Background: an optimization exercise with open tools, aiming at small area, a short achievable clock period and few clock cycles per item. Do not read the settings as production practice. The RTL was checked by simulation tests, not by an equivalence proof against the original design. No activity file was given, so power comes from the tool's default toggle rates.

v18:
Design wkcore, start of the top module:
module wkcore (
  input  wire        clk,
  input  wire        rst,
  input  wire        start,
  input  wire        ack,
  input  wire [31:0] page_words,
  input  wire [31:0] dst_cap_words,
  output wire        busy,
  output wire        done,
  output wire [1:0]  err,
  output wire [31:0] length,
  output wire [9:0]  pg_addr,
  output wire        pg_re,
  input  wire [31:0] pg_rdata,
  output reg  [10:0] dst_addr,
  output reg  [31:0] dst_wdata,
  output reg         dst_we
);
For scale: roughly 2200 cells after synthesis, ~31000 um2 of cells after synthesis.
==> flow/config.mk <==
export PLATFORM = sky130hd
export DESIGN_NAME = wkcore
export DESIGN_NICKNAME = wkcore
export VERILOG_FILES = /design/flow/design.v
export SDC_FILE = /design/flow/constraint.sdc
export NUM_CORES = 4
export LEC_CHECK = 0
export CAP_MARGIN = 20
export CORE_MARGIN = 2
export CORE_UTILIZATION = 65
export SLEW_MARGIN = 20
==> flow/constraint.sdc <==
create_clock -name core_clock -period 11.0 [get_ports {clk}]
set_input_delay 2.2000 -clock core_clock [delete_from_list [all_inputs] [get_ports {clk}]]
set_output_delay 2.2000 -clock core_clock [all_outputs]
set_load 0.01 [all_outputs]
standard.sh (not shown) runs the stock make flow with config.mk's settings and CLKGATE_MAP_FILE= SYNTH_SCRIPT=/design/flow/synth_recipe.tcl, a recipe that flattens the netlist after the stock synthesis.
==> flow/flow/run.sh <==
#!/bin/bash
# Layout flow: the standard flow (standard.sh), with changes in how
# the layout is made:
#  - the port buffers are buf_2 cells instead of the cell buffer_ports picks;
#  - timing repair after CTS and global routing aims for more setup slack;
#  - clock tree synthesis uses clusters of up to 25 sinks and no dummy loads.
# The constraints (constraint.sdc, clock period) are used unchanged.
set -o pipefail
bash standard.sh \
  "BUFFER_PORTS_ARGS=-buffer_cell sky130_fd_sc_hd__buf_2" \
  SETUP_SLACK_MARGIN=7.7 \
  "CTS_ARGS=-sink_clustering_enable -repair_clock_nets -dont_use_dummy_load -sink_clustering_size 25 -sink_clustering_max_diameter 80 -num_static_layers 1" \
  finish > standard.log 2>&1
v18 | stages: all done | timing, DRC, antenna: all pass
Testbench counts of v18, summed over its fixed seeds: cycles 65,908, items 32.
Changes in v11 relative to v18:
diff --git a/flow/flow/run.sh b/flow/flow/run.sh
--- a/flow/flow/run.sh
+++ b/flow/flow/run.sh
@@ -11,2 +11,2 @@
-  SETUP_SLACK_MARGIN=7.7 \
-  "CTS_ARGS=-sink_clustering_enable -repair_clock_nets -dont_use_dummy_load -sink_clustering_size 25 -sink_clustering_max_diameter 80 -num_static_layers 1" \
+  SETUP_SLACK_MARGIN=7.65 \
+  "CTS_ARGS=-sink_clustering_enable -repair_clock_nets -dont_use_dummy_load -sink_clustering_size 25 -sink_clustering_max_diameter 80" \
### Flow results
v11 finished every stage and its layout cleared the timing, design-rule and antenna checks.
In terms of routed via count divided by cell count, v18 and v11 differ only marginally.
From v18 to v11 the numbers moved as follows: post-detailed-route wirelength per cell was more or less identical; power share of the combinational group was more or less identical; TritonCTS buffer count was more or less identical; worst hold slack was more or less identical.
Edits applied to the flow inputs when going from v11 to v32:
diff --git a/flow/flow/run.sh b/flow/flow/run.sh
--- a/flow/flow/run.sh
+++ b/flow/flow/run.sh
@@ -11 +11 @@
-  SETUP_SLACK_MARGIN=7.65 \
+  SETUP_SLACK_MARGIN=7.75 \
Findings:
The clock-cell share of area of v32 and that of v11 are within noise of each other. Side by side, met1 wire length turned out higher in v32 than in v11. Register share of the cell area in v32 is 0.83 points below v11. Lower post-route minimum period among v32 and v11: v32. v32: setup slack 0.052 ns above v11.
The inputs of v9 differ from those of v32 as listed below.
Settings: PLACE_DENSITY: unset -> 0.75.
diff --git a/flow/flow/run.sh b/flow/flow/run.sh
--- a/flow/flow/run.sh
+++ b/flow/flow/run.sh
@@ -11 +11 @@
-  SETUP_SLACK_MARGIN=7.75 \
+  SETUP_SLACK_MARGIN=7.7 \
### Flow results
v9 finished every step from synthesis to the final layout, and the layout passed the timing, design-rule and antenna checks. Wire: v9 routes less than v32. Summary of v9 over v32: maximum frequency was more or less identical, first-pass GRT wire length went down by 580 um. v32 and v9 ended up with nearly the same overall power consumption. Capture point of the critical path = pg_addr[9]: v9; capture point of the critical path = pg_re: v32. Taking v32 as the reference, in v9 design area now sits lower; total routed wire length on the met1 layer went down; share of the clock period used by the worst path after layout neither gained nor lost much.

-- static timing again, ports no longer ideal --
Ports are ideal in the flow. The routed layouts listed here were re-timed in OpenROAD. Step 1: set_driving_cell puts a clkbuf_16 on clk and a buf_2 on each other input, an assumption about the parent block. Step 2 also shifts input and output timing later by t, the mid clock arrival at the registers, as if the neighbouring blocks saw the same clock. Slacks: no drivers / after step 1 / after step 2; pairs: no drivers / after step 1.
run	t, ns	setup slack, ns	worst slew at a driven data input, ns	cell pins on the clock port's net
v18	0.641	7.732 / 7.671 / 7.601	0.07	1
v11	0.635	7.687 / 7.630 / 7.602	0.07	1
v32	0.639	7.739 / 7.681 / 7.604	0.08	1
v9	0.638	7.734 / 7.676 / 7.584	0.06	1
After both steps setup and hold are still met in every run listed. The setup slack of v9, which loses most, moves by -0.058 ns with the drivers and by -0.150 ns with both steps.
